What follows belongs to an exercise in optimizing a design on an open flow for small area, a short achievable clock period and few clock cycles; a production flow would make more cautious choices. In this exercise RTL edits were held to simulation tests only and were not proved equivalent to the original. No activity file was given, so power comes from the tool's default toggle rates.

// txfec
module txfec (
    input  wire        clk,
    input  wire        rst_n,       
    input  wire        cmd_valid,
    output wire        cmd_ready,
    input  wire [31:0] cmd,
    output wire        rsp_valid,
    input  wire        rsp_ready,
    output wire [3:0]  rsp_st,
    output wire [31:0] rsp_res
);
Settings: LEC_CHECK=0, CAP_MARGIN=20, CORE_MARGIN=2, CORE_UTILIZATION=50, SLEW_MARGIN=20; clock period 24.0 ns.
standard.sh (not shown) runs the stock make flow with config.mk's settings and CLKGATE_MAP_FILE= SYNTH_SCRIPT=/design/flow/synth_recipe.tcl, a recipe that flattens the netlist after the stock synthesis.
==> flow/flow/run.sh <==
#!/bin/bash
# The standard layout, with the port buffers made of buf_4 cells instead of
# the slow delay buffer buffer_ports picks by default.
set -euo pipefail
export BUFFER_PORTS_ARGS="-buffer_cell sky130_fd_sc_hd__buf_4"
bash standard.sh > standard.log 2>&1
The starting point completed with no timing, DRC or antenna violations.
Testbench counts at the start, summed over its fixed seeds: cycles 32,921.
Change:
- CTS_CLUSTER_DIAMETER: not set -> 70
- CTS_CLUSTER_SIZE: not set -> 20
- wire length goes down by 0.37%
- global-route usage goes down by 0.24 points
- design area goes down by 2.7%
- setup slack improved by 0.012 ns
- count of clock-buffer cells in the layout goes down by 102
- total power goes down by 11%
- sequential share of layout area goes up by 1.6 points
- first-iteration DRC count goes up by 0.42%
- register-to-register slack got worse by 0.08 ns
- utilization goes down by 1.6 points
- non-clock buffer count goes down by 3

---

## oak
Another version of the RTL of txfec (not shown whole).
Size in the first run: roughly 7000 cells after synthesis, roughly 2100 flip-flops.
==> flow/config.mk <==
export PLATFORM = sky130hd
export DESIGN_NAME = txfec
export DESIGN_NICKNAME = txfec
export VERILOG_FILES = /design/flow/design.v
export SDC_FILE = /design/flow/constraint.sdc
export NUM_CORES = 4
export LEC_CHECK = 0
export CAP_MARGIN = 30
export CORE_MARGIN = 2
export CORE_UTILIZATION = 50
export CTS_CLUSTER_DIAMETER = 70
export CTS_CLUSTER_SIZE = 20
export SLEW_MARGIN = 30
==> flow/constraint.sdc <==
create_clock -name core_clock -period 24.0 [get_ports {clk}]
set_input_delay 4.8000 -clock core_clock [delete_from_list [all_inputs] [get_ports {clk}]]
set_output_delay 4.8000 -clock core_clock [all_outputs]
set_load 0.01 [all_outputs]
Scripts as last shown in full above: flow/flow/run.sh
Testbench counts of oak, summed over its fixed seeds: cycles 32,921.
[inputs] pine vs oak
--- a/flow/config.mk
+++ b/flow/config.mk
@@ -7,3 +7,3 @@
 export LEC_CHECK = 0
-export CAP_MARGIN = 30
+export CAP_MARGIN = 20
 export CORE_MARGIN = 2
@@ -12,2 +12,2 @@
 export CTS_CLUSTER_SIZE = 20
-export SLEW_MARGIN = 30
+export SLEW_MARGIN = 20
==> run notes <==
- pine -> stages 100% | layout checks FAIL | capacitance limit, slew limit
- oak → pine: count of max-cap constraint violations +1, share of the final layout cell area in sequential cells went up.
- Higher routed wire length goes to oak over pine.
- When the final numbers for pine and oak were put side by side, the area growth from synthesis to layout turned out to be smaller in pine.
--- input diff pine..birch ---
--- a/flow/config.mk
+++ b/flow/config.mk
@@ -7,3 +7,3 @@
 export LEC_CHECK = 0
-export CAP_MARGIN = 20
+export CAP_MARGIN = 25
 export CORE_MARGIN = 2
@@ -12,2 +12,2 @@
 export CTS_CLUSTER_SIZE = 20
-export SLEW_MARGIN = 20
+export SLEW_MARGIN = 25
Findings:
birch went all the way through the flow, and no timing, DRC or antenna check failed.
Internal cell power in birch vs pine: down 0.000035 W
Fraction of area in non-clock buffers across pine and birch: no real change.
Looking at pine and birch, the total wire length is a wash.
Hold slack improves in birch relative to pine.
Count of pins over their slew limit, pine and birch, lower one = birch.
On total routed wire length on the met1 layer, pine and birch are basically level.
Diff pine and birch: growth of design area from synthesis to finish higher in birch

---

Another version of the RTL of txfec (not shown whole).
Size: about 2100 flip-flops, roughly 74 I/O pins, roughly 87000 sq um of cells after synthesis.
clock: 24.0 ns
lec_check: 0
cap_margin: 20
core_margin: 2
core_utilization: 50
cts_cluster_diameter: 70
cts_cluster_size: 25
slew_margin: 20
Scripts as last shown in full above: flow/flow/run.sh
The starting point finished with timing, DRC and antenna clean.
Testbench counts at the start, summed over its fixed seeds: cycles 32,921.
Then changed:
Settings changed: CTS_CLUSTER_SIZE 25 to 20.
After rerunning: The new run passed the timing, DRC and antenna checks. Count of clock-buffer cells in the layout goes up by 9. Wire length barely changes. Worst setup slack gets better by 0.036 ns.

[re-timing with driven ports]
The results above use ideal ports. As a check the final layouts listed here were re-extracted and re-timed, cells and wires unchanged. Step 1 (the two cells are an assumption about what drives the block):
set clk [get_ports {clk}]
set_driving_cell -lib_cell sky130_fd_sc_hd__clkbuf_16 $clk
set_driving_cell -lib_cell sky130_fd_sc_hd__buf_2 [delete_from_list [all_inputs] $clk]
Step 2 moves the port delays by t, midway between the first and last clock arrival at a register: inputs arrive t later, outputs are due t later. That takes back most of the time a late clock gives input paths. Slacks: ideal ports / drivers / drivers and shift; pairs: ideal ports / drivers.
run | shift t [ns] | setup WS [ns] | slew at the worst register clock pin (ns)
the first run of note 1 | 0.978 | 17.740 / 17.636 / 17.865 | 0.07 / 0.07
the second run of note 1 | 0.940 | 17.752 / 17.657 / 17.779 | 0.09 / 0.09
oak | 0.939 | 17.794 / 17.693 / 17.278 | 0.10 / 0.10
pine | 0.943 | 17.812 / 17.715 / 17.160 | 0.09 / 0.09
birch | 0.944 | 17.792 / 17.690 / 17.659 | 0.09 / 0.09
the first run of note 3 | 0.957 | 17.740 / 17.639 / 17.629 | 0.10 / 0.10
the second run of note 3 | 0.940 | 17.776 / 17.682 / 17.592 | 0.10 / 0.10
The setup slack of pine, which loses most, moves by -0.097 ns with the drivers and by -0.652 ns with both steps.
